Background: an optimization exercise with open tools, aiming at small area and a short achievable clock period. Do not read the settings as production practice. The RTL was checked by simulation tests, not by an equivalence proof against the original design. The flow treats the clock pin as an ideal source, which a real chip does not have.

// fixed_point_field_packer
module fixed_point_field_packer #(
    parameter W_REGION = 4
) (
    input  wire                clk,
    input  wire                rst,           
    input  wire                req_valid,
    input  wire [31:0]         cmd,
    input  wire [63:0]         a,
    input  wire [63:0]         b,
    input  wire [63:0]         f_pt,
    input  wire [63:0]         f_eta,
    input  wire [63:0]         f_phi,
    input  wire [63:0]         f_hoe,
    input  wire [63:0]         f_hoeflag,
    input  wire [63:0]         f_iso,
    input  wire [63:0]         f_isoflag,
    input  wire [63:0]         f_fb,
    input  wire [63:0]         f_timing,
    input  wire [63:0]         f_shapeflag,
    input  wire [63:0]         f_brems,
    input  wire [W_REGION-1:0] f_region,
    output reg                 rsp_valid,
    output reg                 o_illegal,
    output wire [63:0]         o_word,
    output wire [W_REGION-1:0] o_region,
    output wire [64:0]         o_ival,
    output reg                 o_sign,
    output wire [63:0]         o_mag,
    output wire                o_ok,
    output wire [31:0]         o_fval,
    output wire [11:0]         d_pt,
    output wire [31:0]         d_ptfloat,
    output wire [15:0]         d_eta,
    output wire [15:0]         d_phi,
    output wire [15:0]         d_etatc,
    output wire [15:0]         d_phitc,
    output wire                d_etasign,
    output wire                d_phisign,
    output wire [6:0]          d_etamag,
    output wire [5:0]          d_phimag,
    output wire [3:0]          d_hoe,
    output wire [1:0]          d_hoeflag,
    output wire [2:0]          d_iso,
    output wire [1:0]          d_isoflag,
    output wire [5:0]          d_fb,
    output wire [4:0]          d_timing,
    output wire [1:0]          d_shapeflag,
    output wire [1:0]          d_brems,
    output wire                d_isostandalone,
    output wire                d_isoloosetrack,
    output wire                d_shapestandalone,
    output wire                d_shapeloosetrack,
    output wire [W_REGION-1:0] d_region,
    output wire [31:0]         e_hwpt,
    output wire [15:0]         e_hweta,
    output wire [15:0]         e_hwphi,
    output wire                e_isembigger,
    output wire [2:0]          e_hoecode,
    output wire [31:0]         e_hwempt
);
Settings: LEC_CHECK=0, ABC_AREA=1, CAP_MARGIN=20, CORE_AREA=2.3 2.72 431.02 429.76, DIE_AREA=0 0 433.33 433.33, PLACE_DENSITY=0.35, SLEW_MARGIN=20, TNS_END_PERCENT=20; clock period 180.0 ns.
standard.sh (not shown) runs the stock make flow with config.mk's settings and CLKGATE_MAP_FILE= SYNTH_SCRIPT=/design/flow/synth_recipe.tcl, a recipe that flattens the netlist after the stock synthesis.
==> flow/flow/run.sh <==
#!/bin/bash
# Own layout flow: the standard flow, except
#  - technology mapping by ABC without its blanket up-sizing (flow/abc_area.script),
#  - the smallest buffer cell on the input and output ports,
#  - timing repair aiming at a shorter period than the clock's, so that only
#    the critical paths get larger cells.
# Each tool's output goes to a log of its own in this folder.
set -euo pipefail
here=$(pwd)
margin=130
rm -rf "$here/scripts_own"
cp -r "$FLOW_HOME/scripts" "$here/scripts_own"
cp "$here/flow/abc_area.script" "$here/scripts_own/abc_area.script"
bash standard.sh SCRIPTS_DIR="$here/scripts_own" synth > "$here/synth.log" 2>&1
bash standard.sh "BUFFER_PORTS_ARGS=-buffer_cell sky130_fd_sc_hd__buf_1" \
    "SETUP_SLACK_MARGIN=$margin" "PRE_CTS_TCL=$here/flow/pre_cts.tcl" "POST_CTS_TCL=$here/flow/post_cts.tcl" finish > "$here/layout.log" 2>&1
==> flow/flow/abc_area.script <==
strash
dch
map -B 0.9
topo
stime -c
==> flow/flow/post_cts.tcl <==
set_max_fanout 10000 [current_design]
==> flow/flow/pre_cts.tcl <==
set_max_fanout 8 [current_design]
Edit:
--- a/flow/design.v
+++ b/flow/design.v
@@ -951,15 +951,15 @@
     output wire [31:0]         e_hwpt,
     output wire [15:0]         e_hweta,
     output wire [15:0]         e_hwphi,
     output wire                e_isembigger,
     output wire [2:0]          e_hoecode,
     output wire [31:0]         e_hwempt
 );
-    localparam KDIV = 7;    
+    localparam KDIV = 9;    
     localparam OP_EXTU  = 5'h00, OP_EXTSM = 5'h01, OP_EXTTC = 5'h02,
                OP_PACKU = 5'h03, OP_SMENC = 5'h04, OP_SMDEC = 5'h05,
                OP_ENCPF = 5'h08, OP_ENCV1 = 5'h09, OP_ENCV2 = 5'h0A,
                OP_ENCV3 = 5'h0B, OP_DECPF = 5'h0C, OP_DECV1 = 5'h0D,
                OP_DECV2 = 5'h0E, OP_DECV3 = 5'h0F, OP_CHKPF = 5'h10,
                OP_CHKV1 = 5'h11, OP_CHKV2 = 5'h12, OP_CHKV3 = 5'h13,
                OP_ZERO  = 5'h14, OP_FRAC  = 5'h18, OP_SPLIT = 5'h19,
Design area grows slightly.
Non-clock buffer count shrinks by 1.
Area after synthesis grows slightly.
Final cell count grows slightly.
Clock-buffer cell count grows by 2.
Critical path depth shrinks by 16.

## port drivers added, routing unchanged
The flow's constraints put no driver on any port. The routed layouts listed below were extracted and timed again, unchanged, in two steps.
Step 1 (the two cells are an assumption about what drives the block):
set clk [get_ports {clk}]
set_driving_cell -lib_cell sky130_fd_sc_hd__clkbuf_16 $clk
set_driving_cell -lib_cell sky130_fd_sc_hd__buf_2 [delete_from_list [all_inputs] $clk]
Step 2 also shifts input and output timing later by t, the mid clock arrival at the registers, as if the neighbouring blocks saw the same clock.
a / b / c = no drivers / after step 1 / after step 2; a / b = the first two.
run | t (ns) | setup slack, ns | worst data-port slew with drivers (ns)
the first run | 0.544 | 130.982 / 130.987 / 130.443 | 0.20
the second run | 0.511 | 131.113 / 131.042 / 130.937 | 0.19
After both steps setup and hold are still met in every run listed. The setup slack of the first run, which loses most, moves by +0.005 ns with the drivers and by -0.539 ns with both steps.
